This is an optimization exercise on Yosys and OpenROAD, whose aim is small area, not a production implementation. The RTL was checked by simulation tests, not by an equivalence proof against the original design. Power is estimated from default activity; no workload was simulated.

--- flow/config.mk ---
export PLATFORM = sky130hd
export DESIGN_NAME = bisecur_codec
export DESIGN_NICKNAME = bisecur_codec
export VERILOG_FILES = /design/flow/design.v
export SDC_FILE = /design/flow/constraint.sdc
export NUM_CORES = 4
export LEC_CHECK = 0
export CAP_MARGIN = 20
export CORE_MARGIN = 2
export CORE_UTILIZATION = 40
export SLEW_MARGIN = 20
--- flow/constraint.sdc ---
create_clock -name core_clock -period 14.0 [get_ports {clk}]
set_input_delay 2.8000 -clock core_clock [delete_from_list [all_inputs] [get_ports {clk}]]
set_output_delay 2.8000 -clock core_clock [all_outputs]
set_load 0.01 [all_outputs]
--- flow/design.v ---
module bisecur_codec (
    input  wire         clk,
    input  wire         rst,
    input  wire [31:0]  te_short,
    input  wire [31:0]  te_delta,
    input  wire         op_valid,
    input  wire [7:0]   op_code,
    input  wire         op_level,
    input  wire [31:0]  op_dur,
    input  wire         op_en,
    input  wire         op_src,
    input  wire         op_key_valid,
    input  wire         op_rep_valid,
    input  wire [15:0]  op_bit_count,
    input  wire [31:0]  op_repeat,
    input  wire [175:0] op_key,
    output reg          rsp_valid,
    output reg  [2:0]   rsp_status,
    output reg          rsp_sym_valid,
    output reg          rsp_sym_level,
    output reg  [31:0]  rsp_sym_dur,
    output reg          pkt_ready,
    output wire         rx_full,
    output wire [175:0] pkt_key,
    output wire [7:0]   pkt_calc,
    output wire         pkt_known,
    output wire         pkt_ok,
    output wire         pkt_valid
);
    localparam [2:0] S_RST  = 3'd0;
    localparam [2:0] S_PAS  = 3'd1;
    localparam [2:0] S_PHVL = 3'd2;
    localparam [2:0] S_PAL  = 3'd3;
    localparam [2:0] S_FD0  = 3'd4;    
    localparam [2:0] S_FD1  = 3'd5;    
    localparam [2:0] S_CPL  = 3'd6;
    function [32:0] add32;
        input [31:0] a, b;
        input        ci;
        integer k;
        reg c, c0, c1;
        reg [15:0] s0, s1;
        begin
            c = ci;
            for (k = 0; k < 16; k = k + 1) begin
                add32[k] = a[k] ^ b[k] ^ c;
                c = (a[k] & b[k]) | (a[k] & c) | (b[k] & c);
            end
            c0 = 1'b0;
            c1 = 1'b1;
            for (k = 16; k < 32; k = k + 1) begin
                s0[k-16] = a[k] ^ b[k] ^ c0;
                c0 = (a[k] & b[k]) | (a[k] & c0) | (b[k] & c0);
                s1[k-16] = a[k] ^ b[k] ^ c1;
                c1 = (a[k] & b[k]) | (a[k] & c1) | (b[k] & c1);
            end
            add32[31:16] = c ? s1 : s0;
            add32[32] = c ? c1 : c0;
        end
    endfunction
    function [31:0] add3;
        input [31:0] a, b, d;
        reg [31:0] ps, pc;
        reg [32:0] r;
        begin
            ps = a ^ b ^ d;
            pc = (a & b) | (a & d) | (b & d);
            r = add32(ps, {pc[30:0], 1'b0}, 1'b0);
            add3 = r[31:0];
        end
    endfunction
    function [31:0] dec32;
        input [31:0] a;
        integer k;
        reg b;
        begin
            b = 1'b1;
            for (k = 0; k < 32; k = k + 1) begin
                dec32[k] = a[k] ^ b;
                b = b & ~a[k];
            end
        end
    endfunction
    function lt32;
        input [31:0] a, b;
        integer k;
        reg c;
        begin
            c = 1'b0;
            for (k = 0; k < 32; k = k + 1)
                c = (~a[k] & b[k]) | ((~a[k] | b[k]) & c);
            lt32 = c;
        end
    endfunction
    reg [2:0]   dstate;
    reg [7:0]   dcnt;
    reg         md_lvl;
    reg         cb_en;
    reg [175:0] dbuf;
    reg [175:0] pbuf;
    reg         p_valid;
    reg [175:0] eb;         
    reg [31:0]  erep;
    reg         eactive;
    reg         e_hdr;
    reg [7:0]   e_cnt;
    reg         e_sub;
    reg         e_prev;
    reg         e_cur;      
    wire op_dreset = (op_code == 8'h30);
    wire op_feed   = (op_code == 8'h31);
    wire op_setcb  = (op_code == 8'h32);
    wire op_parse  = (op_code == 8'h42);
    wire op_ser    = (op_code == 8'h43);
    wire op_load   = (op_code == 8'h50);
    wire op_yield  = (op_code == 8'h51);
    wire op_stop   = (op_code == 8'h52);
    wire op_legal  = op_dreset | op_feed | op_setcb | op_parse | op_ser |
                     op_load | op_yield | op_stop;
    wire [31:0] te_long = {te_short[30:0], 1'b0};
    wire [31:0] n_mark  = {te_short[28:0], 3'b000};
    reg s1, s2, s8, sf;      
    wire [31:0] x_base = ({32{s1}} & te_short) | ({32{s2}} & te_long) | ({32{s8}} & n_mark);
    wire [31:0] x_nom  = add3(x_base, {32{sf}} & te_short, {32{sf}} & {1'b0, te_short[31:1]});
    wire [32:0] d_hi = add32(op_dur, te_delta, 1'b0);      
    wire [32:0] d_lo = add32(op_dur, ~te_delta, 1'b1);     
    wire m_short = (d_hi[32] | lt32(te_short, d_hi[31:0])) & (~d_lo[32] | lt32(d_lo[31:0], te_short));
    wire m_long  = (d_hi[32] | lt32(te_long,  d_hi[31:0])) & (~d_lo[32] | lt32(d_lo[31:0], te_long));
    wire m_x     = (d_hi[32] | lt32(x_nom,    d_hi[31:0])) & (~d_lo[32] | lt32(d_lo[31:0], x_nom));
    wire cx160 = pbuf[108] ^ pbuf[92];
    wire cx161 = pbuf[118] ^ pbuf[113];
    wire cx162 = pbuf[107] ^ pbuf[91];
    wire cx163 = pbuf[109] ^ pbuf[106];
    wire cx164 = pbuf[116] ^ pbuf[110];
    wire cx165 = pbuf[115] ^ pbuf[105];
    wire cx166 = pbuf[119] ^ cx161;
    wire cx167 = pbuf[52] ^ cx163;
    wire cx168 = pbuf[112] ^ pbuf[99];
    wire cx169 = pbuf[95] ^ pbuf[71];
    wire cx170 = pbuf[36] ^ cx160;
    wire cx171 = pbuf[100] ^ pbuf[60];
    wire cx172 = pbuf[148] ^ pbuf[21];
    wire cx173 = pbuf[35] ^ cx162;
    wire cx174 = pbuf[147] ^ pbuf[64];
    wire cx175 = pbuf[163] ^ pbuf[51];
    wire cx176 = pbuf[63] ^ pbuf[59];
    wire cx177 = pbuf[114] ^ pbuf[88];
    wire cx178 = pbuf[56] ^ pbuf[25];
    wire cx179 = pbuf[164] ^ pbuf[66];
    wire cx180 = pbuf[90] ^ pbuf[79];
    wire cx181 = pbuf[94] ^ pbuf[16];
    wire cx182 = pbuf[159] ^ pbuf[30];
    wire cx183 = pbuf[93] ^ pbuf[61];
    wire cx184 = pbuf[149] ^ pbuf[20];
    wire cx185 = pbuf[102] ^ cx165;
    wire cx186 = pbuf[146] ^ pbuf[17];
    wire cx187 = pbuf[97] ^ cx164;
    wire cx188 = pbuf[117] ^ pbuf[23];
    wire cx189 = pbuf[150] ^ cx172;
    wire cx190 = pbuf[153] ^ pbuf[24];
    wire cx191 = pbuf[145] ^ pbuf[18];
    wire cx192 = pbuf[14] ^ cx175;
    wire cx193 = pbuf[89] ^ pbuf[9];
    wire cx194 = pbuf[151] ^ pbuf[22];
    wire cx195 = pbuf[158] ^ pbuf[29];
    wire cx196 = pbuf[144] ^ pbuf[31];
    wire cx197 = pbuf[26] ^ cx176;
    wire cx198 = pbuf[165] ^ pbuf[78];
    wire cx199 = pbuf[85] ^ cx174;
    wire cx200 = pbuf[67] ^ cx173;
    wire cx201 = pbuf[162] ^ pbuf[33];
    wire cx202 = pbuf[103] ^ pbuf[69];
    wire cx203 = pbuf[45] ^ cx168;
    wire cx204 = pbuf[141] ^ pbuf[37];
    wire cx205 = pbuf[124] ^ pbuf[40];
    wire cx206 = pbuf[152] ^ pbuf[54];
    wire cx207 = pbuf[122] ^ pbuf[34];
    wire cx208 = pbuf[98] ^ cx170;
    wire cx209 = pbuf[50] ^ cx185;
    wire cx210 = pbuf[57] ^ cx166;
    wire cx211 = pbuf[104] ^ pbuf[101];
    wire cx212 = pbuf[121] ^ pbuf[77];
    wire cx213 = pbuf[82] ^ cx169;
    wire cx214 = pbuf[125] ^ pbuf[73];
    wire cx215 = pbuf[53] ^ cx187;
    wire cx216 = pbuf[70] ^ cx191;
    wire cx217 = pbuf[126] ^ pbuf[38];
    wire cx218 = pbuf[65] ^ cx182;
    wire cx219 = pbuf[111] ^ pbuf[72];
    wire cx220 = pbuf[47] ^ pbuf[42];
    wire cx221 = pbuf[62] ^ pbuf[58];
    wire cx222 = pbuf[19] ^ cx186;
    wire cx223 = pbuf[156] ^ cx171;
    wire cx224 = pbuf[96] ^ cx167;
    wire cx225 = cx181 ^ cx216;
    wire cx226 = pbuf[138] ^ pbuf[48];
    wire cx227 = pbuf[68] ^ pbuf[8];
    wire cx228 = pbuf[74] ^ pbuf[13];
    wire cx229 = pbuf[10] ^ cx177;
    wire cx230 = cx184 ^ cx223;
    wire cx231 = cx188 ^ cx189;
    wire cx232 = pbuf[155] ^ cx197;
    wire cx233 = pbuf[49] ^ cx179;
    wire cx234 = pbuf[123] ^ cx180;
    wire cx235 = pbuf[157] ^ pbuf[28];
    wire cx236 = cx201 ^ cx205;
    wire cx237 = cx204 ^ cx214;
    wire cx238 = cx194 ^ cx196;
    wire cx239 = pbuf[143] ^ cx192;
    wire cx240 = pbuf[86] ^ cx218;
    wire cx241 = pbuf[39] ^ cx219;
    wire cx242 = pbuf[87] ^ pbuf[55];
    wire cx243 = pbuf[15] ^ cx210;
    wire cx244 = cx195 ^ cx199;
    wire cx245 = pbuf[154] ^ pbuf[27];
    wire cx246 = pbuf[136] ^ cx193;
    wire cx247 = pbuf[140] ^ cx183;
    wire cx248 = pbuf[120] ^ cx213;
    wire cx249 = cx178 ^ cx206;
    wire cx250 = pbuf[84] ^ cx232;
    wire cx251 = cx211 ^ cx234;
    wire cx252 = pbuf[46] ^ cx207;
    wire cx253 = pbuf[80] ^ cx203;
    wire cx254 = pbuf[166] ^ cx241;
    wire cx255 = pbuf[76] ^ pbuf[75];
    wire cx256 = pbuf[12] ^ cx209;
    wire cx257 = cx222 ^ cx236;
    wire cx258 = pbuf[83] ^ cx212;
    wire cx259 = pbuf[81] ^ cx200;
    wire cx260 = pbuf[11] ^ cx198;
    wire cx261 = cx190 ^ cx238;
    wire cx262 = cx221 ^ cx230;
    wire cx263 = pbuf[161] ^ cx260;
    wire cx264 = pbuf[44] ^ pbuf[32];
    wire cx265 = cx217 ^ cx220;
    wire cx266 = pbuf[160] ^ cx224;
    wire cx267 = pbuf[43] ^ cx263;
    wire cx268 = cx235 ^ cx250;
    wire cx269 = pbuf[167] ^ cx215;
    wire cx270 = pbuf[142] ^ cx243;
    wire cx271 = pbuf[137] ^ cx229;
    wire cx272 = cx226 ^ cx252;
    wire cx273 = cx231 ^ cx248;
    wire cx274 = cx244 ^ cx258;
    wire cx275 = cx225 ^ cx249;
    wire cx276 = pbuf[94] ^ cx237;
    wire cx277 = cx247 ^ cx256;
    wire cx278 = pbuf[135] ^ cx239;
    wire cx279 = pbuf[41] ^ cx228;
    wire cx280 = pbuf[139] ^ cx233;
    wire cx281 = cx208 ^ cx227;
    wire cx282 = pbuf[164] ^ cx268;
    wire cx283 = pbuf[68] ^ cx254;
    wire cx284 = pbuf[127] ^ cx255;
    wire cx285 = pbuf[93] ^ cx202;
    wire cx286 = cx276 ^ cx279;
    wire cx287 = pbuf[117] ^ cx253;
    wire cx288 = pbuf[49] ^ cx264;
    wire cx289 = pbuf[123] ^ cx265;
    wire cx290 = cx245 ^ cx262;
    wire cx291 = pbuf[89] ^ cx283;
    wire cx292 = pbuf[41] ^ cx240;
    wire cx293 = pbuf[128] ^ cx246;
    wire cx294 = pbuf[95] ^ pbuf[63];
    wire cx295 = pbuf[138] ^ cx245;
    wire cx296 = pbuf[163] ^ pbuf[54];
    wire cx297 = pbuf[152] ^ cx270;
    wire cx298 = pbuf[83] ^ cx208;
    wire cx299 = pbuf[109] ^ cx273;
    wire cx300 = pbuf[47] ^ cx259;
    wire cx301 = cx244 ^ cx269;
    wire cx302 = cx246 ^ cx266;
    wire cx303 = pbuf[33] ^ cx302;
    wire cx304 = cx170 ^ cx242;
    wire cx305 = pbuf[160] ^ cx277;
    wire cx306 = pbuf[119] ^ cx251;
    wire cx307 = cx171 ^ cx247;
    wire cx308 = pbuf[26] ^ cx190;
    wire cx309 = pbuf[99] ^ cx261;
    wire cx310 = pbuf[121] ^ pbuf[55];
    wire cx311 = cx271 ^ cx292;
    wire cx312 = cx217 ^ cx239;
    wire cx313 = pbuf[46] ^ pbuf[19];
    wire cx314 = pbuf[98] ^ cx188;
    wire cx315 = cx284 ^ cx290;
    wire cx316 = cx202 ^ cx293;
    wire cx317 = cx209 ^ cx278;
    wire cx318 = pbuf[53] ^ cx281;
    wire cx319 = pbuf[129] ^ pbuf[104];
    wire cx320 = pbuf[167] ^ pbuf[133];
    wire cx321 = cx242 ^ cx286;
    wire cx322 = pbuf[108] ^ pbuf[100];
    wire cx323 = pbuf[40] ^ cx167;
    wire cx324 = pbuf[37] ^ cx222;
    wire cx325 = pbuf[105] ^ cx282;
    wire cx326 = pbuf[92] ^ cx307;
    wire cx327 = pbuf[60] ^ cx224;
    wire cx328 = pbuf[56] ^ cx270;
    wire cx329 = cx160 ^ cx184;
    wire cx330 = pbuf[73] ^ pbuf[57];
    wire cx331 = pbuf[88] ^ cx325;
    wire cx332 = pbuf[148] ^ cx257;
    wire cx333 = cx215 ^ cx271;
    wire cx334 = cx275 ^ cx300;
    wire cx335 = pbuf[130] ^ cx272;
    wire cx336 = pbuf[81] ^ cx280;
    wire cx337 = cx164 ^ cx320;
    wire cx338 = cx294 ^ cx312;
    wire cx339 = cx285 ^ cx337;
    wire cx340 = pbuf[91] ^ pbuf[90];
    wire cx341 = pbuf[131] ^ cx306;
    wire cx342 = cx228 ^ cx269;
    wire cx343 = pbuf[165] ^ cx289;
    wire cx344 = cx203 ^ cx212;
    wire cx345 = cx324 ^ cx335;
    wire cx346 = pbuf[78] ^ cx266;
    wire cx347 = cx168 ^ cx326;
    wire cx348 = pbuf[110] ^ pbuf[43];
    wire cx349 = pbuf[59] ^ cx310;
    wire cx350 = pbuf[80] ^ pbuf[42];
    wire cx351 = pbuf[84] ^ cx174;
    wire cx352 = pbuf[67] ^ cx169;
    wire cx353 = cx274 ^ cx348;
    wire cx354 = cx311 ^ cx319;
    wire cx355 = cx267 ^ cx333;
    wire cx356 = pbuf[76] ^ cx220;
    wire cx357 = pbuf[65] ^ pbuf[44];
    wire cx358 = pbuf[107] ^ cx161;
    wire cx359 = pbuf[134] ^ cx313;
    wire cx360 = pbuf[71] ^ cx288;
    wire cx361 = cx316 ^ cx323;
    wire cx362 = cx173 ^ cx296;
    wire cx363 = cx295 ^ cx334;
    wire cx364 = pbuf[127] ^ cx231;
    wire cx365 = cx327 ^ cx351;
    wire cx366 = cx226 ^ cx342;
    wire cx367 = pbuf[96] ^ cx194;
    wire cx368 = cx180 ^ cx227;
    wire cx369 = cx297 ^ cx359;
    wire cx370 = pbuf[101] ^ cx353;
    wire cx371 = pbuf[132] ^ cx257;
    wire cx372 = pbuf[45] ^ cx233;
    wire cx373 = cx322 ^ cx350;
    wire cx374 = cx237 ^ cx240;
    wire cx375 = pbuf[34] ^ cx338;
    wire cx376 = cx177 ^ cx183;
    wire cx377 = pbuf[51] ^ cx352;
    wire cx378 = cx329 ^ cx365;
    wire cx379 = cx259 ^ cx369;
    wire cx380 = pbuf[137] ^ cx195;
    wire cx381 = pbuf[114] ^ cx347;
    wire cx382 = pbuf[126] ^ cx196;
    wire cx383 = pbuf[125] ^ cx193;
    wire cx384 = cx291 ^ cx371;
    wire cx385 = pbuf[52] ^ pbuf[50];
    wire cx386 = cx358 ^ cx368;
    wire cx387 = cx166 ^ cx287;
    wire cx388 = pbuf[32] ^ cx304;
    wire cx389 = pbuf[139] ^ pbuf[58];
    wire cx390 = pbuf[141] ^ pbuf[124];
    wire cx391 = cx340 ^ cx387;
    wire cx392 = cx192 ^ cx249;
    wire cx393 = cx179 ^ cx303;
    wire cx394 = pbuf[112] ^ cx181;
    wire cx395 = cx315 ^ cx318;
    wire cx396 = pbuf[111] ^ cx178;
    wire cx397 = pbuf[11] ^ cx362;
    wire cx398 = pbuf[142] ^ pbuf[62];
    wire cx399 = pbuf[38] ^ cx355;
    wire cx400 = pbuf[103] ^ pbuf[64];
    wire cx401 = pbuf[48] ^ cx390;
    wire cx402 = cx251 ^ cx382;
    wire cx403 = pbuf[74] ^ cx248;
    wire cx404 = cx162 ^ cx377;
    wire cx405 = cx221 ^ cx344;
    wire cx406 = cx165 ^ cx345;
    wire cx407 = cx207 ^ cx363;
    wire cx408 = cx163 ^ cx298;
    wire cx409 = cx330 ^ cx389;
    wire cx410 = pbuf[82] ^ cx301;
    wire cx411 = pbuf[31] ^ cx185;
    wire cx412 = cx411 ^ cx254;
    wire cx413 = cx412 ^ cx278;
    wire cx414 = cx413 ^ cx308;
    wire cx415 = cx414 ^ cx328;
    wire cx416 = cx415 ^ cx343;
    wire cx417 = cx416 ^ cx367;
    wire cx418 = cx417 ^ cx370;
    wire cx419 = cx418 ^ cx376;
    wire cx420 = cx419 ^ cx394;
    wire cx421 = cx420 ^ cx395;
    wire cx422 = cx421 ^ cx401;
    wire cx423 = cx422 ^ cx403;
    wire cx424 = pbuf[135] ^ pbuf[122];
    wire cx425 = cx424 ^ pbuf[118];
    wire cx426 = cx425 ^ pbuf[74];
    wire cx427 = cx426 ^ pbuf[23];
    wire cx428 = cx427 ^ pbuf[17];
    wire cx429 = cx428 ^ cx189;
    wire cx430 = cx429 ^ cx198;
    wire cx431 = cx430 ^ cx230;
    wire cx432 = cx431 ^ cx281;
    wire cx433 = cx432 ^ cx289;
    wire cx434 = cx433 ^ cx309;
    wire cx435 = cx434 ^ cx331;
    wire cx436 = cx435 ^ cx360;
    wire cx437 = cx436 ^ cx361;
    wire cx438 = cx437 ^ cx374;
    wire cx439 = cx438 ^ cx392;
    wire cx440 = cx439 ^ cx410;
    wire cx441 = pbuf[157] ^ pbuf[147];
    wire cx442 = cx441 ^ pbuf[69];
    wire cx443 = cx442 ^ pbuf[20];
    wire cx444 = cx443 ^ cx204;
    wire cx445 = cx444 ^ cx273;
    wire cx446 = cx445 ^ cx275;
    wire cx447 = cx446 ^ cx317;
    wire cx448 = cx447 ^ cx354;
    wire cx449 = cx448 ^ cx356;
    wire cx450 = cx449 ^ cx386;
    wire cx451 = cx450 ^ cx388;
    wire cx452 = cx451 ^ cx393;
    wire cx453 = cx452 ^ cx405;
    wire cx454 = pbuf[158] ^ pbuf[149];
    wire cx455 = cx454 ^ pbuf[90];
    wire cx456 = cx455 ^ pbuf[72];
    wire cx457 = cx456 ^ pbuf[70];
    wire cx458 = cx457 ^ cx172;
    wire cx459 = cx458 ^ cx197;
    wire cx460 = cx459 ^ cx242;
    wire cx461 = cx460 ^ cx258;
    wire cx462 = cx461 ^ cx261;
    wire cx463 = cx462 ^ cx285;
    wire cx464 = cx463 ^ cx328;
    wire cx465 = cx464 ^ cx373;
    wire cx466 = cx465 ^ cx393;
    wire cx467 = cx466 ^ cx399;
    wire cx468 = cx467 ^ cx404;
    wire cx469 = cx468 ^ cx406;
    wire cx470 = pbuf[162] ^ pbuf[159];
    wire cx471 = cx470 ^ pbuf[150];
    wire cx472 = cx471 ^ pbuf[143];
    wire cx473 = cx472 ^ pbuf[120];
    wire cx474 = cx473 ^ pbuf[115];
    wire cx475 = cx474 ^ pbuf[22];
    wire cx476 = cx475 ^ pbuf[12];
    wire cx477 = cx476 ^ cx291;
    wire cx478 = cx477 ^ cx314;
    wire cx479 = cx478 ^ cx341;
    wire cx480 = cx479 ^ cx360;
    wire cx481 = cx480 ^ cx378;
    wire cx482 = cx481 ^ cx399;
    wire cx483 = cx482 ^ cx407;
    wire cx484 = cx483 ^ cx409;
    wire cx485 = pbuf[155] ^ pbuf[151];
    wire cx486 = cx485 ^ pbuf[144];
    wire cx487 = cx486 ^ pbuf[118];
    wire cx488 = cx487 ^ pbuf[85];
    wire cx489 = cx488 ^ pbuf[69];
    wire cx490 = cx489 ^ pbuf[28];
    wire cx491 = cx490 ^ cx208;
    wire cx492 = cx491 ^ cx234;
    wire cx493 = cx492 ^ cx253;
    wire cx494 = cx493 ^ cx299;
    wire cx495 = cx494 ^ cx305;
    wire cx496 = cx495 ^ cx308;
    wire cx497 = cx496 ^ cx349;
    wire cx498 = cx497 ^ cx357;
    wire cx499 = cx498 ^ cx366;
    wire cx500 = cx499 ^ cx384;
    wire cx501 = cx500 ^ cx397;
    wire cx502 = cx501 ^ cx409;
    wire cx503 = pbuf[161] ^ pbuf[147];
    wire cx504 = cx503 ^ pbuf[140];
    wire cx505 = cx504 ^ pbuf[86];
    wire cx506 = cx505 ^ pbuf[75];
    wire cx507 = cx506 ^ pbuf[29];
    wire cx508 = cx507 ^ pbuf[24];
    wire cx509 = cx508 ^ pbuf[12];
    wire cx510 = cx509 ^ cx205;
    wire cx511 = cx510 ^ cx216;
    wire cx512 = cx511 ^ cx219;
    wire cx513 = cx512 ^ cx252;
    wire cx514 = cx513 ^ cx286;
    wire cx515 = cx514 ^ cx290;
    wire cx516 = cx515 ^ cx336;
    wire cx517 = cx516 ^ cx339;
    wire cx518 = cx517 ^ cx349;
    wire cx519 = cx518 ^ cx367;
    wire cx520 = cx519 ^ cx391;
    wire cx521 = cx520 ^ cx392;
    wire cx522 = cx521 ^ cx408;
    wire cx523 = pbuf[162] ^ pbuf[153];
    wire cx524 = cx523 ^ pbuf[146];
    wire cx525 = cx524 ^ pbuf[122];
    wire cx526 = cx525 ^ pbuf[110];
    wire cx527 = cx526 ^ pbuf[97];
    wire cx528 = cx527 ^ pbuf[70];
    wire cx529 = cx528 ^ pbuf[30];
    wire cx530 = cx529 ^ pbuf[14];
    wire cx531 = cx530 ^ cx211;
    wire cx532 = cx531 ^ cx255;
    wire cx533 = cx532 ^ cx282;
    wire cx534 = cx533 ^ cx299;
    wire cx535 = cx534 ^ cx321;
    wire cx536 = cx535 ^ cx343;
    wire cx537 = cx536 ^ cx379;
    wire cx538 = cx537 ^ cx381;
    wire cx539 = cx538 ^ cx385;
    wire cx540 = cx539 ^ cx396;
    wire cx541 = pbuf[139] ^ pbuf[106];
    wire cx542 = cx541 ^ pbuf[105];
    wire cx543 = cx542 ^ pbuf[102];
    wire cx544 = cx543 ^ pbuf[16];
    wire cx545 = cx544 ^ cx175;
    wire cx546 = cx545 ^ cx176;
    wire cx547 = cx546 ^ cx191;
    wire cx548 = cx547 ^ cx198;
    wire cx549 = cx548 ^ cx236;
    wire cx550 = cx549 ^ cx272;
    wire cx551 = cx550 ^ cx274;
    wire cx552 = cx551 ^ cx354;
    wire cx553 = cx552 ^ cx383;
    wire cx554 = cx553 ^ cx391;
    wire cx555 = cx554 ^ cx395;
    wire cx556 = cx555 ^ cx396;
    wire cx557 = pbuf[166] ^ pbuf[87];
    wire cx558 = cx557 ^ pbuf[77];
    wire cx559 = cx558 ^ pbuf[10];
    wire cx560 = cx559 ^ cx189;
    wire cx561 = cx560 ^ cx202;
    wire cx562 = cx561 ^ cx210;
    wire cx563 = cx562 ^ cx268;
    wire cx564 = cx563 ^ cx292;
    wire cx565 = cx564 ^ cx336;
    wire cx566 = cx565 ^ cx346;
    wire cx567 = cx566 ^ cx356;
    wire cx568 = cx567 ^ cx381;
    wire cx569 = cx568 ^ cx383;
    wire cx570 = cx569 ^ cx397;
    wire cx571 = cx570 ^ cx402;
    wire cx572 = cx571 ^ cx406;
    wire cx573 = pbuf[127] ^ pbuf[113];
    wire cx574 = cx573 ^ pbuf[106];
    wire cx575 = cx574 ^ pbuf[77];
    wire cx576 = cx575 ^ pbuf[72];
    wire cx577 = cx576 ^ pbuf[27];
    wire cx578 = cx577 ^ cx200;
    wire cx579 = cx578 ^ cx225;
    wire cx580 = cx579 ^ cx229;
    wire cx581 = cx580 ^ cx238;
    wire cx582 = cx581 ^ cx262;
    wire cx583 = cx582 ^ cx265;
    wire cx584 = cx583 ^ cx267;
    wire cx585 = cx584 ^ cx280;
    wire cx586 = cx585 ^ cx305;
    wire cx587 = cx586 ^ cx341;
    wire cx588 = cx587 ^ cx388;
    wire cx589 = cx588 ^ cx401;
    wire cx590 = cx589 ^ cx410;
    wire cx591 = pbuf[145] ^ pbuf[136];
    wire cx592 = cx591 ^ pbuf[116];
    wire cx593 = cx592 ^ pbuf[114];
    wire cx594 = cx593 ^ pbuf[79];
    wire cx595 = cx594 ^ pbuf[13];
    wire cx596 = cx595 ^ cx176;
    wire cx597 = cx596 ^ cx206;
    wire cx598 = cx597 ^ cx211;
    wire cx599 = cx598 ^ cx235;
    wire cx600 = cx599 ^ cx267;
    wire cx601 = cx600 ^ cx277;
    wire cx602 = cx601 ^ cx288;
    wire cx603 = cx602 ^ cx364;
    wire cx604 = cx603 ^ cx374;
    wire cx605 = cx604 ^ cx384;
    wire cx606 = cx605 ^ cx394;
    wire cx607 = cx606 ^ cx398;
    wire cx608 = cx607 ^ cx400;
    wire cx609 = cx608 ^ cx404;
    wire cx610 = cx609 ^ cx408;
    wire cx611 = pbuf[166] ^ pbuf[88];
    wire cx612 = cx611 ^ pbuf[66];
    wire cx613 = cx612 ^ pbuf[56];
    wire cx614 = cx613 ^ pbuf[48];
    wire cx615 = cx614 ^ pbuf[18];
    wire cx616 = cx615 ^ cx186;
    wire cx617 = cx616 ^ cx201;
    wire cx618 = cx617 ^ cx256;
    wire cx619 = cx618 ^ cx261;
    wire cx620 = cx619 ^ cx287;
    wire cx621 = cx620 ^ cx321;
    wire cx622 = cx621 ^ cx339;
    wire cx623 = cx622 ^ cx357;
    wire cx624 = cx623 ^ cx375;
    wire cx625 = cx624 ^ cx378;
    wire cx626 = cx625 ^ cx380;
    wire cx627 = cx626 ^ cx386;
    wire cx628 = cx627 ^ cx398;
    wire cx629 = pbuf[154] ^ pbuf[75];
    wire cx630 = cx629 ^ pbuf[25];
    wire cx631 = cx630 ^ cx199;
    wire cx632 = cx631 ^ cx218;
    wire cx633 = cx632 ^ cx225;
    wire cx634 = cx633 ^ cx241;
    wire cx635 = cx634 ^ cx361;
    wire cx636 = cx635 ^ cx364;
    wire cx637 = cx636 ^ cx366;
    wire cx638 = cx637 ^ cx372;
    wire cx639 = cx638 ^ cx373;
    wire cx640 = cx639 ^ cx375;
    wire cx641 = cx640 ^ cx376;
    wire cx642 = cx641 ^ cx379;
    wire cx643 = pbuf[128] ^ pbuf[113];
    wire cx644 = cx643 ^ pbuf[39];
    wire cx645 = cx644 ^ pbuf[15];
    wire cx646 = cx645 ^ pbuf[9];
    wire cx647 = cx646 ^ cx182;
    wire cx648 = cx647 ^ cx213;
    wire cx649 = cx648 ^ cx214;
    wire cx650 = cx649 ^ cx223;
    wire cx651 = cx650 ^ cx232;
    wire cx652 = cx651 ^ cx309;
    wire cx653 = cx652 ^ cx317;
    wire cx654 = cx653 ^ cx332;
    wire cx655 = cx654 ^ cx346;
    wire cx656 = cx655 ^ cx370;
    wire cx657 = cx656 ^ cx372;
    wire cx658 = cx657 ^ cx407;
    wire cx659 = pbuf[161] ^ pbuf[138];
    wire cx660 = cx659 ^ pbuf[85];
    wire cx661 = cx660 ^ pbuf[61];
    wire cx662 = cx661 ^ pbuf[55];
    wire cx663 = cx662 ^ pbuf[8];
    wire cx664 = cx663 ^ cx187;
    wire cx665 = cx664 ^ cx190;
    wire cx666 = cx665 ^ cx200;
    wire cx667 = cx666 ^ cx243;
    wire cx668 = cx667 ^ cx264;
    wire cx669 = cx668 ^ cx284;
    wire cx670 = cx669 ^ cx293;
    wire cx671 = cx670 ^ cx314;
    wire cx672 = cx671 ^ cx331;
    wire cx673 = cx672 ^ cx332;
    wire cx674 = cx673 ^ cx380;
    wire cx675 = cx674 ^ cx385;
    wire cx676 = cx675 ^ cx400;
    wire cx677 = cx676 ^ cx402;
    wire cx678 = cx677 ^ cx403;
    wire cx679 = cx678 ^ cx405;
    wire crc_a0 = cx423;
    wire crc_a1 = ~cx440;
    wire crc_a2 = cx453;
    wire crc_a3 = ~cx469;
    wire crc_a4 = cx484;
    wire crc_a5 = ~cx502;
    wire crc_a6 = cx522;
    wire crc_a7 = ~cx540;
    wire crc_b0 = ~cx556;
    wire crc_b1 = ~cx572;
    wire crc_b2 = cx590;
    wire crc_b3 = ~cx610;
    wire crc_b4 = cx628;
    wire crc_b5 = ~cx642;
    wire crc_b6 = ~cx658;
    wire crc_b7 = cx679;
    wire [7:0] crc_a = {crc_a7,crc_a6,crc_a5,crc_a4,crc_a3,crc_a2,crc_a1,crc_a0};
    wire [7:0] crc_b = {crc_b7,crc_b6,crc_b5,crc_b4,crc_b3,crc_b2,crc_b1,crc_b0};
    wire [7:0] p_type = pbuf[175:168];
    assign pkt_known = ({p_type[7:6], p_type[4:0]} == 7'b0110000);
    assign pkt_calc  = pkt_known ? (p_type[5] ? crc_b : crc_a) : 8'h00;
    assign pkt_ok    = pkt_known & (pkt_calc == pbuf[7:0]);
    assign pkt_key   = pbuf;
    assign pkt_valid = p_valid;
    assign rx_full   = (dstate == S_CPL);
    wire [7:0] e_inc = e_cnt + 8'd1;
    wire e_nxt    = (e_inc < 8'd176) ? eb[e_inc] : 1'b0;    
    wire e_h0     = (e_cnt[5:0] == 6'd0);
    wire e_h41    = e_cnt[5] & e_cnt[3] & ~e_cnt[2] & ~e_cnt[1] & e_cnt[0];
    wire e_hsync  = e_cnt[5] & e_cnt[3] & (e_cnt[2] | e_cnt[1]);
    wire e_h45    = e_cnt[5] & e_cnt[3] & e_cnt[2] & e_cnt[0];
    wire e_close  = e_cnt[7] & e_cnt[5] & e_cnt[4];
    wire e_same   = ~e_sub & (e_cur == e_prev);
    wire e_run    = eactive & (erep != 32'd0);
    wire e_level  = e_hdr ? e_cnt[0] : (e_sub ? e_cur : ~e_prev);
    always @* begin
        if (op_code[6]) begin
            if (e_hdr) begin
                s1 = ~e_h0 & ~e_h41 & ~e_hsync;
                s2 = e_hsync;
                s8 = e_h41;
                sf = e_h0;
            end else begin
                s1 = ~e_close & (e_sub | e_same);
                s2 = e_close | ~(e_sub | e_same);
                s8 = 1'b0;
                sf = e_close;
            end
        end else begin
            s1 = 1'b0;
            s2 = dstate[2];
            s8 = (dstate == S_PAS);
            sf = ~(dstate == S_PAS);
        end
    end
    wire d175     = dcnt[7] & dcnt[5] & dcnt[3] & dcnt[2] & dcnt[1] & dcnt[0];
    wire k_short  = m_short | (d175 & m_x);
    wire k_any    = k_short | m_long;
    reg [2:0] dnext;
    reg       d_app;
    always @* begin
        dnext = dstate;
        d_app = 1'b0;
        case (dstate)
        S_RST:  if (!op_level && m_x) dnext = S_PAS;
        S_PAS:  if (op_level && m_x) dnext = S_PHVL;
                else if (!m_short) dnext = S_RST;
        S_PHVL: dnext = (!op_level && m_long) ? S_PAL : S_RST;
        S_PAL:  if (!op_level && m_short) dnext = S_FD1;
                else if (!m_long) dnext = S_RST;
        S_FD0:  dnext = k_short ? S_FD1 : S_RST;
        S_FD1:  if (!k_any || op_level == md_lvl) dnext = S_RST;
                else begin
                    d_app = 1'b1;
                    if (d175) dnext = cb_en ? S_CPL : S_RST;
                    else dnext = k_short ? S_FD0 : S_FD1;
                end
        default: ;
        endcase
    end
    wire ld_ok   = (op_bit_count == 16'd176) & op_key_valid;
    wire d_shift = (dstate == S_FD1) & (op_level != md_lvl);
    wire parse_go = op_src | (dstate == S_CPL);
    wire p_ld   = ~rst & op_valid & op_parse & parse_go;
    wire p_ldk  = p_ld & op_src;
    wire p_ldd  = p_ld & ~op_src;
    wire p_hold = ~rst & ~p_ld;
    always @(posedge clk)
        pbuf <= ({176{p_ldk}} & op_key) | ({176{p_ldd}} & dbuf) | ({176{p_hold}} & pbuf);
    always @(posedge clk) begin
        rsp_sym_dur   <= x_nom;
        rsp_sym_level <= e_level;
        rsp_sym_valid <= e_run;
        rsp_status    <= !op_legal                      ? 3'd4 :
                         (op_parse & ~parse_go)         ? 3'd3 :
                         (op_ser & ~p_valid)            ? 3'd3 :
                         (op_load & (op_bit_count != 16'd176)) ? 3'd1 :
                         (op_load & ~op_key_valid)      ? 3'd2 : 3'd0;
        if (op_valid && op_feed) begin
            if (dstate == S_PAL) dcnt <= 8'd0;
            else if (d_shift) dcnt <= dcnt + 8'd1;
            md_lvl <= op_level;
            if (d_shift) dbuf <= {dbuf[174:0], md_lvl};
        end
        if (op_valid && op_load && ld_ok) begin
            eb   <= {op_key[0], op_key[1], op_key[2], op_key[3], op_key[4], op_key[5], op_key[6], op_key[7],
                     op_key[8], op_key[9], op_key[10], op_key[11], op_key[12], op_key[13], op_key[14], op_key[15],
                     op_key[16], op_key[17], op_key[18], op_key[19], op_key[20], op_key[21], op_key[22], op_key[23],
                     op_key[24], op_key[25], op_key[26], op_key[27], op_key[28], op_key[29], op_key[30], op_key[31],
                     op_key[32], op_key[33], op_key[34], op_key[35], op_key[36], op_key[37], op_key[38], op_key[39],
                     op_key[40], op_key[41], op_key[42], op_key[43], op_key[44], op_key[45], op_key[46], op_key[47],
                     op_key[48], op_key[49], op_key[50], op_key[51], op_key[52], op_key[53], op_key[54], op_key[55],
                     op_key[56], op_key[57], op_key[58], op_key[59], op_key[60], op_key[61], op_key[62], op_key[63],
                     op_key[64], op_key[65], op_key[66], op_key[67], op_key[68], op_key[69], op_key[70], op_key[71],
                     op_key[72], op_key[73], op_key[74], op_key[75], op_key[76], op_key[77], op_key[78], op_key[79],
                     op_key[80], op_key[81], op_key[82], op_key[83], op_key[84], op_key[85], op_key[86], op_key[87],
                     op_key[88], op_key[89], op_key[90], op_key[91], op_key[92], op_key[93], op_key[94], op_key[95],
                     op_key[96], op_key[97], op_key[98], op_key[99], op_key[100], op_key[101], op_key[102], op_key[103],
                     op_key[104], op_key[105], op_key[106], op_key[107], op_key[108], op_key[109], op_key[110], op_key[111],
                     op_key[112], op_key[113], op_key[114], op_key[115], op_key[116], op_key[117], op_key[118], op_key[119],
                     op_key[120], op_key[121], op_key[122], op_key[123], op_key[124], op_key[125], op_key[126], op_key[127],
                     op_key[128], op_key[129], op_key[130], op_key[131], op_key[132], op_key[133], op_key[134], op_key[135],
                     op_key[136], op_key[137], op_key[138], op_key[139], op_key[140], op_key[141], op_key[142], op_key[143],
                     op_key[144], op_key[145], op_key[146], op_key[147], op_key[148], op_key[149], op_key[150], op_key[151],
                     op_key[152], op_key[153], op_key[154], op_key[155], op_key[156], op_key[157], op_key[158], op_key[159],
                     op_key[160], op_key[161], op_key[162], op_key[163], op_key[164], op_key[165], op_key[166], op_key[167],
                     op_key[168], op_key[169], op_key[170], op_key[171], op_key[172], op_key[173], op_key[174], op_key[175]};
            erep <= op_rep_valid ? op_repeat : 32'd1;
        end else if (op_valid && op_yield && e_run && !e_hdr && e_close) begin
            erep <= erep - 32'd1;
        end
        if (op_valid && op_load && ld_ok) begin
            e_hdr <= 1'b1;
            e_cnt <= 8'd0;
        end else if (op_valid && op_yield && e_run) begin
            if (e_hdr) begin
                if (e_h45) begin
                    e_hdr <= 1'b0;
                    e_sub <= 1'b1;
                    e_cnt <= 8'd0;
                    e_cur <= eb[0];
                end else
                    e_cnt <= e_inc;
            end else if (e_close) begin
                e_hdr <= 1'b1;
                e_cnt <= 8'd0;
            end else begin
                e_prev <= e_cur;
                e_sub  <= e_same;
                if (!e_same) begin
                    e_cnt <= e_inc;
                    e_cur <= e_nxt;
                end
            end
        end
        if (rst) begin
            dstate    <= S_RST;
            cb_en     <= 1'b0;
            p_valid   <= 1'b0;
            eactive   <= 1'b0;
            rsp_valid <= 1'b0;
            pkt_ready <= 1'b0;
        end else begin
            rsp_valid <= op_valid;
            pkt_ready <= op_valid & op_feed & d_app & d175 & cb_en;
            if (op_valid) begin
                if (op_dreset) dstate <= S_RST;
                if (op_feed) dstate <= dnext;
                if (op_setcb) cb_en <= op_en;
                if (op_parse && parse_go) p_valid <= 1'b1;
                if (op_load) eactive <= ld_ok;
                if (op_yield && !e_run) eactive <= 1'b0;
                if (op_stop) eactive <= 1'b0;
            end
        end
    end
endmodule
--- flow/flow/run.sh ---
#!/bin/bash
# Layout flow: the standard synthesis (standard.sh synth, unchanged), then
# the combinational logic of its netlist re-mapped for area by ABC (registers
# and full-adder cells kept as they are, same names and cell types), then the
# standard ORFS layout (standard.sh finish) on that netlist, with:
#  - every input and output port buffered with buf_1;
#  - clock tree synthesis without dummy loads, built from clkbuf_4 with
#    sink clusters of up to 10 flip-flops.
# Logs in this folder: flow_synth.log (standard synthesis), flow_resyn.log
# (the re-mapping, Yosys and ABC), flow_make.log (the rest of the layout);
# each ORFS step also keeps its own log under orfs/logs/.
set -euo pipefail
HERE=$PWD
F=$HERE/flow
R=$HERE/orfs/results/$FLOW_PLATFORM/bisecur_codec/base
LIB=$FLOW_HOME/platforms/$FLOW_PLATFORM/lib/sky130_fd_sc_hd__tt_025C_1v80.lib
YOSYS=$FLOW_HOME/../tools/install/yosys/bin/yosys
export BUFFER_PORTS_ARGS="-buffer_cell sky130_fd_sc_hd__buf_1"
export CTS_ARGS="-sink_clustering_enable -repair_clock_nets -sink_clustering_size 10 -sink_clustering_max_diameter 50 -dont_use_dummy_load -buf_list sky130_fd_sc_hd__clkbuf_4"

bash standard.sh synth > flow_synth.log 2>&1
cp $R/1_2_yosys.v $HERE/std_synth.v
sed -e "s#@LIB@#$LIB#g" -e "s#@IN@#$HERE/std_synth.v#" -e "s#@TOP@#$FLOW_TOP#" \
    -e "s#@DONTUSE@#$(cat $F/dont_use.txt)#" -e "s#@ABC@#$F/abc.script#" \
    -e "s#@STAT@#$HERE/resyn_stat.txt#" -e "s#@OUT@#$HERE/resyn.v#" $F/resyn.ys.in > $HERE/resyn.ys
$YOSYS -s $HERE/resyn.ys > flow_resyn.log 2>&1
cp $HERE/resyn.v $R/1_2_yosys.v
rm -f $R/1_synth.odb $R/1_synth.sdc
bash standard.sh finish > flow_make.log 2>&1
--- flow/flow/abc.script ---
&get -n
&st
&deepsyn -T 60
&nf -R 1000
&put
--- flow/flow/dont_use.txt ---
-dont_use sky130_fd_sc_hd__lpflow_bleeder_1 -dont_use sky130_fd_sc_hd__lpflow_clkbufkapwr_1 -dont_use sky130_fd_sc_hd__lpflow_clkbufkapwr_16 -dont_use sky130_fd_sc_hd__lpflow_clkbufkapwr_2 -dont_use sky130_fd_sc_hd__lpflow_clkbufkapwr_4 -dont_use sky130_fd_sc_hd__lpflow_clkbufkapwr_8 -dont_use sky130_fd_sc_hd__lpflow_clkinvkapwr_1 -dont_use sky130_fd_sc_hd__lpflow_clkinvkapwr_16 -dont_use sky130_fd_sc_hd__lpflow_clkinvkapwr_2 -dont_use sky130_fd_sc_hd__lpflow_clkinvkapwr_4 -dont_use sky130_fd_sc_hd__lpflow_clkinvkapwr_8 -dont_use sky130_fd_sc_hd__lpflow_decapkapwr_12 -dont_use sky130_fd_sc_hd__lpflow_decapkapwr_3 -dont_use sky130_fd_sc_hd__lpflow_decapkapwr_4 -dont_use sky130_fd_sc_hd__lpflow_decapkapwr_6 -dont_use sky130_fd_sc_hd__lpflow_decapkapwr_8 -dont_use sky130_fd_sc_hd__lpflow_inputiso0n_1 -dont_use sky130_fd_sc_hd__lpflow_inputiso0p_1 -dont_use sky130_fd_sc_hd__lpflow_inputiso1n_1 -dont_use sky130_fd_sc_hd__lpflow_inputiso1p_1 -dont_use sky130_fd_sc_hd__lpflow_inputisolatch_1 -dont_use sky130_fd_sc_hd__lpflow_isobufsrc_1 -dont_use sky130_fd_sc_hd__lpflow_isobufsrc_16 -dont_use sky130_fd_sc_hd__lpflow_isobufsrc_2 -dont_use sky130_fd_sc_hd__lpflow_isobufsrc_4 -dont_use sky130_fd_sc_hd__lpflow_isobufsrc_8 -dont_use sky130_fd_sc_hd__lpflow_isobufsrckapwr_16 -dont_use sky130_fd_sc_hd__lpflow_lsbuf_lh_hl_isowell_tap_1 -dont_use sky130_fd_sc_hd__lpflow_lsbuf_lh_hl_isowell_tap_2 -dont_use sky130_fd_sc_hd__lpflow_lsbuf_lh_hl_isowell_tap_4 -dont_use sky130_fd_sc_hd__lpflow_lsbuf_lh_isowell_4 -dont_use sky130_fd_sc_hd__lpflow_lsbuf_lh_isowell_tap_1 -dont_use sky130_fd_sc_hd__lpflow_lsbuf_lh_isowell_tap_2 -dont_use sky130_fd_sc_hd__lpflow_lsbuf_lh_isowell_tap_4 -dont_use sky130_fd_sc_hd__probe_p_8 -dont_use sky130_fd_sc_hd__probec_p_8 
--- flow/flow/resyn.ys.in ---
# Re-map the combinational logic of the standard synthesis netlist for area.
# Registers (and the full-adder cells) stay as the instances standard synthesis
# made, with their names and cell types.
read_liberty -ignore_miss_func @LIB@
read_verilog @IN@
hierarchy -top @TOP@
setattr -mod -set keep_hierarchy 1 sky130_fd_sc_hd__df* sky130_fd_sc_hd__edf* sky130_fd_sc_hd__fa*
flatten
opt_clean -purge
abc -liberty @LIB@ @DONTUSE@ -script @ABC@ @TOP@
opt_clean -purge
hilomap -singleton -hicell sky130_fd_sc_hd__conb_1 HI -locell sky130_fd_sc_hd__conb_1 LO
splitnets
opt_clean -purge
blackbox sky130_fd_sc_hd__df* sky130_fd_sc_hd__edf* sky130_fd_sc_hd__fa*
tee -o @STAT@ stat -liberty @LIB@
write_verilog -noattr -nohex -nodec @OUT@
--- flow/standard.sh ---
#!/bin/bash
# synth_recipe.tcl (not shown) runs the flow's synth.tcl, then flattens the netlist and writes it again
# the make line also repeats each setting of config.mk as NAME=value (left out here)
make -C /OpenROAD-flow-scripts/flow DESIGN_CONFIG=/design/flow/config.mk WORK_HOME=/design/flow/orfs CLKGATE_MAP_FILE= SYNTH_SCRIPT=/design/flow/synth_recipe.tcl "${@:-finish}"
==> run_results.csv, run 1 <==
group,metric,value,unit
worst_hold_path,hp-class,"register to register",
worst_hold_path,min-delay-start,"dbuf[66]",
cts,h-tree-depth,3,
critical_path,worst-endpoint-required,14.74,ns
finish,fillerInstances,7567,
grt,grt_max_degree,95,
synthesis,avgSynthCellArea,11.7,sq um
worst_hold_path,whs_path_depth,0,
timing,layout_worst_path_cycle_share,0.960,
grt,track_usage,0.297,
grt,grt_pass1_vias,24919,
timing,rsz0062_at_grt,"false",
worst_hold_path,holdPathEnd,"dbuf[67]",
floorplan,core,0.0793,sq mm
cts,clk_pin_slew,0.10,ns
drt,vias_per_cell,5.75,
grt,busiest_layer,"met2",
placement,port_buffers,562,
drt,drt-initial-drc-count,3500,
critical_path,reg2reg_depth,51,
cts,clockRootBuffer,"clkbuf_4",
critical_path,cp_slowest_cell,"fa_1",
cts,clk_path_buf_depth,3,
placement,dp_hpwl,97.7,mm
timing,fin_setup_tns,0,ns
grt,grt_overflow,0,
floorplan,dieHeight,287,microns
critical_path,start_kind,"input pin",
timing,hold_viol,0,
synthesis,synthesis.nets,3148,
grt,use_met3,0.0649,
synthesis,synth_cells,2737,
floorplan,row_count,103,
floorplan,num_io_pins,563,
synthesis,yosysWarnings,1,
timing,drv_slew,0,
timing,setup_viol,0,
pwr,power_density,96.6,mW/mm^2
critical_path,r2r-end,"dstate[0]",
timing,worst_pin_slew,1.32,ns
cts,cts_hold_buffers,0,
floorplan,dieArea,0.0825,sq mm
finish,area_growth,16.5,%
critical_path,cp_num_buf_inv,4,
drt,wirelength,126,mm
timing,max_slew_margin,0.110,
floorplan,die_w,287,microns
drt,ant_nets,0,
cts,cts.sinks,626,
floorplan,start_util,0.405,
drt,firstDrtPassIters,11,
grt,antenna_found_initial,14,
grt,grt_pass1_wl,177,mm
critical_path,rrSetupSlack,0.89,ns
cts,cts_tree,"done",
finish,final_nets,3920,
critical_path,end_kind,"register",
outcome,status,"no timing/DRC/antenna violations",
critical_path,worst_path_largest_cell_delay,0.45,ns
critical_path,cp.arrival,14.18,ns
critical_path,crit_fanout,6,
run,cap_violations,0,
timing,fmax,74.4,MHz
critical_path,crit_family,"adder cells",
critical_path,rr_startpoint,"e_cnt[4]",
drt,via_count,26269,
pwr,ir_worst_vdd,0.0583,mV
grt,met1_usage,0.396,
cts,worstSkewPairLatency,0.94,ns
critical_path,crit_type,"input pin to register",
drt,drc,0,
timing,min_period,13.44,ns
drt,wl_per_cell,27.6,microns
grt,grt_util_met2,0.479,
placement,gp_congestion,0.990,
synthesis,syn-cell-area,0.0321,sq mm
cts,numCtsBuffers,88,
pwr,power.total,3610,uW
pwr,p_leak,0.0121,uW
timing,finalClockSkew,0.135,ns
finish,drive_above_1_share,0.0807,
sequential cells by signal (all words and copies together), names as in the netlist, 3 cells and up:
name and count:
dcnt 8, rsp_status 3, erep 32, dstate 3
eb 176, rsp_sym_dur 32, pbuf 176, e_cnt 8
dbuf 176
area by class of cell:
class / instances / area [sq um] / share of cell area
Sequential cell: 626 / 16500 / 0.441
Multi-Input combinational cell: 1801 / 14700 / 0.393
Timing Repair Buffer: 682 / 3040 / 0.0814
Tap cell: 1050 / 1310 / 0.0351
Inverter: 310 / 1170 / 0.0313
Clock buffer: 88 / 661 / 0.0177
Antenna cell: 8 / 20.0 / 0.000535
per-stage QoR:
stage                     hold slack (ns)   util  std cells  instance area, sq um  setup slack, ns
after global routing                0.393  0.472       4561                 37400           0.0167
final                               0.386  0.472       4565                 37400            0.565
after CTS                           0.385  0.470       4555                 37300            0.173
after detailed placement            0.435  0.462       4467                 36600           -0.709
after floorplan                     0.427      -       2737                 32300          0.00240
after global placement              0.431  0.462       4467                 36600           -0.570
worst reg2reg max path, delay by kind of cell (launching register included):
kind | cells | cell delay [ns]
flip-flops | 1 | 0.46
XOR/XNOR | 2 | 0.35
buffers and inverters | 4 | 0.46
AO/OA/AOI/OAI | 8 | 1.50
AND/OR/NAND/NOR | 12 | 2.26
adder cells (fa/ha/maj) | 25 | 7.99
metal layers:
layer  part of all wire  vias up
met5            0.00027        -
met4              0.034        6
met3              0.094      179
met2               0.47     1336
met1               0.40    12935
li1                   -    11813
placed cells by master, fill, tap and decap left out, types with 5 or more instances in the layout:
cell and n:
a21o_1 6, a21oi_1 75, a221oi_1 31, a222oi_1 212, a22o_1 14, a22oi_1 73, a31oi_1 9, and2_0 19
and2_4 5, and3_1 7, buf_1 561, buf_4 118, clkbuf_4 88, clkinv_1 308, dfxtp_1 230, diode_2 8
edfxtp_1 396, fa_1 54, fa_2 21, maj3_1 27, maj3_2 19, nand2_1 140, nand2b_1 21, nand3_1 14
nor2_1 75, nor2b_1 13, nor3_1 28, nor4_1 7, o211ai_1 5, o21a_1 10, o21ai_0 115, o21ai_1 6
o221ai_1 27, o22ai_1 64, o2bb2ai_1 6, xnor2_1 428, xor2_1 181
power breakdown:
group | switching, uW | internal, uW
clock network | 617 | 287
logic | 409 | 300
registers | 16.7 | 1980
timing repair:
action	in CTS	in global routing
setup buffers	0	1
setup endpoints to repair	0	4
gates resized for setup	0	26
how the worst max path moves through the flow:
| stage | endpoint | depth (start not counted) | startpoint | slack, ns |
|---|---|---|---|---|
| after global routing | dstate[0] | 46 | op_code[6] | 0.02 |
| final | dstate[0] | 45 | te_delta[1] | 0.56 |
| after global placement | dstate[0] | 46 | op_code[6] | -0.57 |
| after floorplan | dstate[0] | 46 | op_code[6] | 0.002 |
| after CTS | dstate[0] | 46 | op_code[6] | 0.17 |
| after detailed placement | dstate[1] | 47 | op_code[6] | -0.71 |
==> inputs of run 2 (changes only) <==
--- a/flow/config.mk
+++ b/flow/config.mk
@@ -7,5 +7,5 @@
 export LEC_CHECK = 0
 export CAP_MARGIN = 20
 export CORE_MARGIN = 2
-export CORE_UTILIZATION = 40
+export CORE_UTILIZATION = 55
 export SLEW_MARGIN = 20
==> run 2 against run 1 <==
Compared with the run above: largest power group unchanged; register-to-register slack worse by 0.31 ns; via count up 2.6%; clock power down 6.0%; still clean; fmax down 1.3%; largest cell class unchanged; clock-buffer cell count down 9; clock skew down 0.029 ns; die area down 27%.
==> run_results.csv, run 2 <==
group,metric,value,unit
finish,fillerInstances,4688,
critical_path,crit_family,"adder cells",
worst_hold_path,hp-class,"register to register",
placement,gp_congestion,0.997,
drt,ant_nets,0,
grt,grt_pass1_wl,169,mm
placement,placed_area,0.0361,sq mm
floorplan,dieHeight,246,microns
timing,fmax,73.5,MHz
run,cap_violations,0,
cts,clockRootBuffer,"clkbuf_4",
drt,wl_per_cell,27.7,microns
critical_path,worst_path_most_repeated_cell,"fa_2",
floorplan,num_io_pins,563,
drt,drt-initial-drc-count,3800,
timing,setup_viol,0,
finish,final_nets,3910,
finish,final_common_cell,"buf_1",
placement,port_buffers,562,
drt,vias_per_cell,6.31,
outcome,status,"no timing/DRC/antenna violations",
floorplan,core,0.0577,sq mm
cts,clk_pin_slew,0.10,ns
timing,hold_viol,0,
cts,numCtsBuffers,79,
cts,cts.sinks,626,
pwr,p_leak,0.0120,uW
timing,drv_slew,0,
cts,worstSkewPairLatency,0.87,ns
synthesis,yosysWarnings,1,
critical_path,cp_slowest_cell,"fa_1",
grt,antenna_found_initial,7,
pwr,power_density,96.5,mW/mm^2
timing,layout_worst_path_cycle_share,0.972,
grt,grt_pass1_vias,26229,
drt,wirelength,118,mm
critical_path,cp_num_buf_inv,5,
grt,grt_max_degree,143,
timing,min_period,13.61,ns
timing,worst_slack,0.392,ns
placement,dp_hpwl,89.7,mm
synthesis,avgSynthCellArea,11.7,sq um
pwr,ir_worst_vdd,0.0824,mV
critical_path,crit_type,"input pin to register",
cts,cts_tree,"done",
cts,h-tree-depth,3,
critical_path,worst-endpoint-required,14.75,ns
critical_path,start_kind,"input pin",
floorplan,die_w,246,microns
drt,via_count,26963,
critical_path,end_kind,"register",
critical_path,crit_fanout,8,
floorplan,dieArea,0.0603,sq mm
grt,track_usage,0.383,
floorplan,start_util,0.556,
finish,finalInstanceArea,0.0370,sq mm
cts,clk_path_buf_depth,3,
drt,drc,0,
critical_path,worst_path_largest_cell_delay,0.56,ns
finish,drive_above_1_share,0.0835,
timing,finalClockSkew,0.106,ns
synthesis,syn-cell-area,0.0321,sq mm
floorplan,row_count,88,
finish,top_regs,"dbuf (176), eb (176), pbuf (176)",
timing,worst_pin_slew,1.22,ns
placement,place_ws,-0.769,ns
drt,firstDrtPassIters,13,
finish,final_cell_mix,"buf_1 (561), xnor2_1 (429), edfxtp_1 (396), clkinv_1 (306), dfxtp_1 (230)",
grt,grt_overflow,0,
synthesis,synthesis.nets,3148,
finish,area_growth,15.4,%
synthesis,synth_cells,2737,
critical_path,cp.arrival,14.36,ns
timing,max_slew_margin,0.176,
## run 2: worst paths after layout
path / depth (start not counted) / slack (ns) / endpoint / startpoint
setup / recovery: 47 / 0.39 / dstate[0] / op_code[6]
hold / removal: 0 / 0.39 / dbuf[19] / dbuf[18]
setup reg to reg: 50 / 0.58 / dstate[0] / e_cnt[3]
hold reg to reg: 0 / 0.39 / dbuf[19] / dbuf[18]
## run 2: final cells by class
cell class / instances / area (sq um) / share of cell area
repair buffers: 680 / 3000 / 0.0811
flip-flops and latches: 626 / 16500 / 0.445
clock buffers: 79 / 593 / 0.0160
diodes: 11 / 27.5 / 0.000743
multi-input cells: 1802 / 14800 / 0.399
well taps: 765 / 957 / 0.0258
inverters: 310 / 1170 / 0.0316
## run 2: stage by stage
stage	setup TNS (ns)	util	hold WS, ns	cells	total power [uW]
CTS	0	0.637	0.389	4243	3540
global placement	-1.62	0.626	0.429	4164	2710
detailed placement	-2.67	0.626	0.435	4164	2730
finish	0	0.642	0.394	4273	3570
global route	-0.0541	0.642	0.400	4263	3710
floorplan	0	-	0.427	2737	2470
## run 2: layer usage
metal,wire [microns],track usage,part of all wire
met2,57300,0.640,0.48
met1,44200,0.488,0.37
met4,5730,0.172,0.048
met3,11100,0.0689,0.094
met5,27,0,0.00023
## run 2: report_power, final
| group | leakage (uW) | switching (uW) | internal [uW] |
|---|---|---|---|
| combinational | 0.00660 | 416 | 309 |
| clock | 0.000364 | 591 | 259 |
| sequential | 0.00508 | 14.4 | 1980 |
## run 2: what timing repair did
item / CTS / global route
hold buffers: 0 / 0
buffers inserted: 0 / 18
endpoints found under the setup margin: 0 / 4
gates resized for setup: 0 / 48
==> inputs of run 3 (changes only) <==
--- a/flow/design.v
+++ b/flow/design.v
@@ -19,7 +19,7 @@
     output reg          rsp_sym_valid,
     output reg          rsp_sym_level,
     output reg  [31:0]  rsp_sym_dur,
-    output reg          pkt_ready,
+    output wire         pkt_ready,
     output wire         rx_full,
     output wire [175:0] pkt_key,
     output wire [7:0]   pkt_calc,
@@ -92,7 +92,14 @@
             lt32 = c;
         end
     endfunction
-    reg [2:0]   dstate;
+    reg [2:0]   dstate;     
+    reg         lz_feed;    
+    reg         lz_s, lz_l, lz_x;    
+    reg         lz_lvl;     
+    reg         lz_eq;      
+    reg         lz_175;     
+    reg [2:0]   d_state;    
+    reg         d_app;      
     reg [7:0]   dcnt;
     reg         md_lvl;
     reg         cb_en;
@@ -671,7 +678,7 @@
     assign pkt_ok    = pkt_known & (pkt_calc == pbuf[7:0]);
     assign pkt_key   = pbuf;
     assign pkt_valid = p_valid;
-    assign rx_full   = (dstate == S_CPL);
+    assign rx_full   = (d_state == S_CPL);
     wire [7:0] e_inc = e_cnt + 8'd1;
     wire e_nxt    = (e_inc < 8'd176) ? eb[e_inc] : 1'b0;    
     wire e_h0     = (e_cnt[5:0] == 6'd0);
@@ -697,39 +704,40 @@
             end
         end else begin
             s1 = 1'b0;
-            s2 = dstate[2];
-            s8 = (dstate == S_PAS);
-            sf = ~(dstate == S_PAS);
+            s2 = d_state[2];
+            s8 = (d_state == S_PAS);
+            sf = ~(d_state == S_PAS);
         end
     end
     wire d175     = dcnt[7] & dcnt[5] & dcnt[3] & dcnt[2] & dcnt[1] & dcnt[0];
-    wire k_short  = m_short | (d175 & m_x);
-    wire k_any    = k_short | m_long;
-    reg [2:0] dnext;
-    reg       d_app;
+    wire k_short  = lz_s | (lz_175 & lz_x);
+    wire k_any    = k_short | lz_l;
     always @* begin
-        dnext = dstate;
-        d_app = 1'b0;
-        case (dstate)
-        S_RST:  if (!op_level && m_x) dnext = S_PAS;
-        S_PAS:  if (op_level && m_x) dnext = S_PHVL;
-                else if (!m_short) dnext = S_RST;
-        S_PHVL: dnext = (!op_level && m_long) ? S_PAL : S_RST;
-        S_PAL:  if (!op_level && m_short) dnext = S_FD1;
-                else if (!m_long) dnext = S_RST;
-        S_FD0:  dnext = k_short ? S_FD1 : S_RST;
-        S_FD1:  if (!k_any || op_level == md_lvl) dnext = S_RST;
-                else begin
-                    d_app = 1'b1;
-                    if (d175) dnext = cb_en ? S_CPL : S_RST;
-                    else dnext = k_short ? S_FD0 : S_FD1;
-                end
-        default: ;
-        endcase
+        d_state = dstate;
+        d_app   = 1'b0;
+        if (lz_feed) begin
+            case (dstate)
+            S_RST:  if (!lz_lvl && lz_x) d_state = S_PAS;
+            S_PAS:  if (lz_lvl && lz_x) d_state = S_PHVL;
+                    else if (!lz_s) d_state = S_RST;
+            S_PHVL: d_state = (!lz_lvl && lz_l) ? S_PAL : S_RST;
+            S_PAL:  if (!lz_lvl && lz_s) d_state = S_FD1;
+                    else if (!lz_l) d_state = S_RST;
+            S_FD0:  d_state = k_short ? S_FD1 : S_RST;
+            S_FD1:  if (!k_any || lz_eq) d_state = S_RST;
+                    else begin
+                        d_app = 1'b1;
+                        if (lz_175) d_state = cb_en ? S_CPL : S_RST;
+                        else d_state = k_short ? S_FD0 : S_FD1;
+                    end
+            default: ;
+            endcase
+        end
     end
+    assign pkt_ready = d_app & lz_175 & cb_en;
     wire ld_ok   = (op_bit_count == 16'd176) & op_key_valid;
-    wire d_shift = (dstate == S_FD1) & (op_level != md_lvl);
-    wire parse_go = op_src | (dstate == S_CPL);
+    wire d_shift = (d_state == S_FD1) & (op_level != md_lvl);
+    wire parse_go = op_src | (d_state == S_CPL);
     wire p_ld   = ~rst & op_valid & op_parse & parse_go;
     wire p_ldk  = p_ld & op_src;
     wire p_ldd  = p_ld & ~op_src;
@@ -745,8 +753,14 @@
                          (op_ser & ~p_valid)            ? 3'd3 :
                          (op_load & (op_bit_count != 16'd176)) ? 3'd1 :
                          (op_load & ~op_key_valid)      ? 3'd2 : 3'd0;
+        lz_s   <= m_short;
+        lz_l   <= m_long;
+        lz_x   <= m_x;
+        lz_lvl <= op_level;
+        lz_eq  <= (op_level == md_lvl);
+        lz_175 <= d175;
         if (op_valid && op_feed) begin
-            if (dstate == S_PAL) dcnt <= 8'd0;
+            if (d_state == S_PAL) dcnt <= 8'd0;
             else if (d_shift) dcnt <= dcnt + 8'd1;
             md_lvl <= op_level;
             if (d_shift) dbuf <= {dbuf[174:0], md_lvl};
@@ -808,13 +822,13 @@
             p_valid   <= 1'b0;
             eactive   <= 1'b0;
             rsp_valid <= 1'b0;
-            pkt_ready <= 1'b0;
+            lz_feed   <= 1'b0;
         end else begin
             rsp_valid <= op_valid;
-            pkt_ready <= op_valid & op_feed & d_app & d175 & cb_en;
+            lz_feed   <= op_valid & op_feed;
+            dstate    <= d_state;
             if (op_valid) begin
                 if (op_dreset) dstate <= S_RST;
-                if (op_feed) dstate <= dnext;
                 if (op_setcb) cb_en <= op_en;
                 if (op_parse && parse_go) p_valid <= 1'b1;
                 if (op_load) eactive <= ld_ok;
--- a/flow/config.mk
+++ b/flow/config.mk
@@ -7,5 +7,5 @@
 export LEC_CHECK = 0
 export CAP_MARGIN = 20
 export CORE_MARGIN = 2
-export CORE_UTILIZATION = 55
+export CORE_UTILIZATION = 40
 export SLEW_MARGIN = 20
==> run 3 against run 2 <==
Compared with the run above: core utilization down 17 points; wire length up 6.0%; critical endpoint is now lz_s; fmax up 0.25%; synthesized area down 0.15%; sequential cell count up 6; die area up 37%; largest power group unchanged; first-iteration DRC count down 1.0%; sequential power about the same; highest routed layer unchanged; register-to-register slack better by 0.10 ns; via count down 2.1%; still clean.
==> run_results.csv, run 3 <==
group,metric,value,unit
placement,port_buffers,562,
drt,vias_per_cell,5.85,
grt,antenna_found_initial,15,
timing,min_period,13.57,ns
timing,max_slew_margin,0.266,
floorplan,dieHeight,287,microns
cts,cts_tree,"done",
critical_path,worst_path_most_repeated_cell,"fa_1",
floorplan,dieArea,0.0824,sq mm
critical_path,cp_slowest_cell,"fa_1",
cts,clk_path_buf_depth,3,
timing,worst_pin_slew,1.10,ns
critical_path,rrSetupSlack,0.68,ns
critical_path,cp-startpoint,"op_dur[0]",
grt,grt_pass1_wl,176,mm
cts,cts.sinks,632,
finish,top_regs,"dbuf (176), eb (176), pbuf (176)",
floorplan,die_w,287,microns
grt,grt_overflow,0,
pwr,ir_worst_vdd,0.0634,mV
placement,placed_area,0.0364,sq mm
critical_path,end_kind,"register",
cts,clk_pin_slew,0.10,ns
placement,dp_hpwl,95.7,mm
pwr,p_leak,0.0118,uW
floorplan,start_util,0.405,
finish,final_common_cell,"buf_1",
drt,ant_nets,0,
synthesis,synthesis.nets,3117,
worst_hold_path,min-delay-start,"dbuf[53]",
drt,via_count,26389,
cts,clockRootBuffer,"clkbuf_4",
timing,drv_slew,0,
synthesis,yosysWarnings,1,
finish,area_growth,15.9,%
critical_path,worst_path_largest_cell_delay,0.41,ns
drt,drc,0,
worst_hold_path,holdPathEnd,"dbuf[54]",
cts,h-tree-depth,3,
timing,fmax,73.7,MHz
worst_hold_path,hp-class,"register to register",
drt,wl_per_cell,27.8,microns
cts,worstSkewPairLatency,0.93,ns
worst_hold_path,whs_path_depth,0,
outcome,status,"no timing/DRC/antenna violations",
synthesis,avgSynthCellArea,11.8,sq um
grt,grt_pass1_vias,25062,
critical_path,crit_type,"input pin to register",
drt,wirelength,125,mm
finish,final_cell_mix,"buf_1 (560), xnor2_1 (428), edfxtp_1 (396), clkinv_1 (273), dfxtp_1 (236)",
timing,setup_viol,0,
floorplan,num_io_pins,563,
synthesis,syn-cell-area,0.0320,sq mm
timing,layout_worst_path_cycle_share,0.970,
floorplan,core,0.0791,sq mm
drt,firstDrtPassIters,10,
grt,track_usage,0.296,
critical_path,reg2reg_depth,53,
cts,numCtsBuffers,87,
grt,grt_max_degree,176,
critical_path,crit_fanout,3,
finish,finalInstanceArea,0.0371,sq mm
timing,finalClockSkew,0.108,ns
timing,hold_viol,0,
synthesis,synth_cells,2708,
placement,gp_congestion,1.00,
finish,final_nets,3866,
critical_path,r2r-end,"lz_x",
critical_path,start_kind,"input pin",
critical_path,rr_startpoint,"lz_x",
critical_path,worst-endpoint-required,14.75,ns
drt,drt-initial-drc-count,3762,
floorplan,row_count,103,
run,cap_violations,0,
finish,drive_above_1_share,0.0726,
timing,whs,0.393,ns
pwr,power_density,98.1,mW/mm^2
critical_path,cp.arrival,14.33,ns
[run 3: cell type report]
type,count,area [sq um]
Antenna cell,7,17.5
Clock buffer,87,653
Fill cell,7571,42000
Inverter,278,1050
Multi-Input combinational cell,1798,14600
Sequential cell,632,16600
Tap cell,1050,1310
Timing Repair Buffer,660,2870
[run 3: how the worst max path moves through the flow]
stage	to	slack, ns	cells after the start
6_report	lz_s	0.43	37
5_1_grt	lz_x	-0.03	48
4_1_cts	lz_s	0.12	37
3_5_place_dp	lz_x	-0.72	37
3_3_place_gp	lz_x	-0.67	37
2_1_floorplan	lz_x	-0.15	46
[run 3: repair_timing]
action | in CTS | in global routing
gates resized for setup | 0 | 17
hold buffers | 0 | 0
endpoints found under the setup margin | 0 | 3
setup buffers | 0 | 0
[run 3: through the flow]
stage,utilization,setup TNS [ns],total power [uW],worst slack [ns],cells
5_1_grt,0.469,-0.0345,3790,-0.0335,4508
2_1_floorplan,-,-0.148,2490,-0.148,2708
3_3_place_gp,0.460,-2.16,2760,-0.668,4418
6_report,0.469,0,3640,0.427,4512
4_1_cts,0.468,0,3660,0.123,4505
3_5_place_dp,0.460,-2.35,2760,-0.722,4418
[run 3: metal layers]
metal / share of wire / vias up / track usage
met5: 0.00082 / - / 0.00407
met4: 0.041 / 10 / 0.117
met3: 0.093 / 254 / 0.0562
met2: 0.46 / 1522 / 0.475
met1: 0.40 / 12907 / 0.396
li1: - / 11696 / -
[run 3: critical path, delay by kind of cell]
| kind | cells | cell delay [ns] |
|---|---|---|
| fa+ha+maj | 28 | 10.53 |
| compound gates | 4 | 0.45 |
| simple gates | 4 | 0.43 |
| buf+inv | 1 | 0.10 |
[run 3: where the power goes]
group	leakage (uW)	internal, uW	switching [uW]	total [uW]
registers	0.00504	2000	18.7	2020
logic	0.00637	292	415	707
clock network	0.000400	284	630	914

-- static timing again, ports no longer ideal --
Ports are ideal in the flow. The routed layouts listed here were re-timed in OpenROAD. Step 1 assumes that a clkbuf_16 drives the clock port and a buf_2 every other input. Step 2 moves the port delays by t, midway between the first and last clock arrival at a register: inputs arrive t later, outputs are due t later. That takes back most of the time a late clock gives input paths. a / b / c = ideal / step 1 / step 2; a / b = the first two.
run | t (ns) | slack for setup (ns) | worst slew at a driven data input, ns | pins driven straight from the clock port
run 1 | 0.935 | 0.565 / 0.599 / -0.337 | 0.15 | 1
run 2 | 0.895 | 0.392 / 0.412 / -0.483 | 0.12 | 1
run 3 | 0.935 | 0.427 / 0.465 / -0.471 | 0.19 | 1
Met with ideal ports but missed after step 2: setup timing in every run listed. For run 1, which loses most, drivers alone change the setup slack by +0.034 ns; drivers and shift together by -0.902 ns.
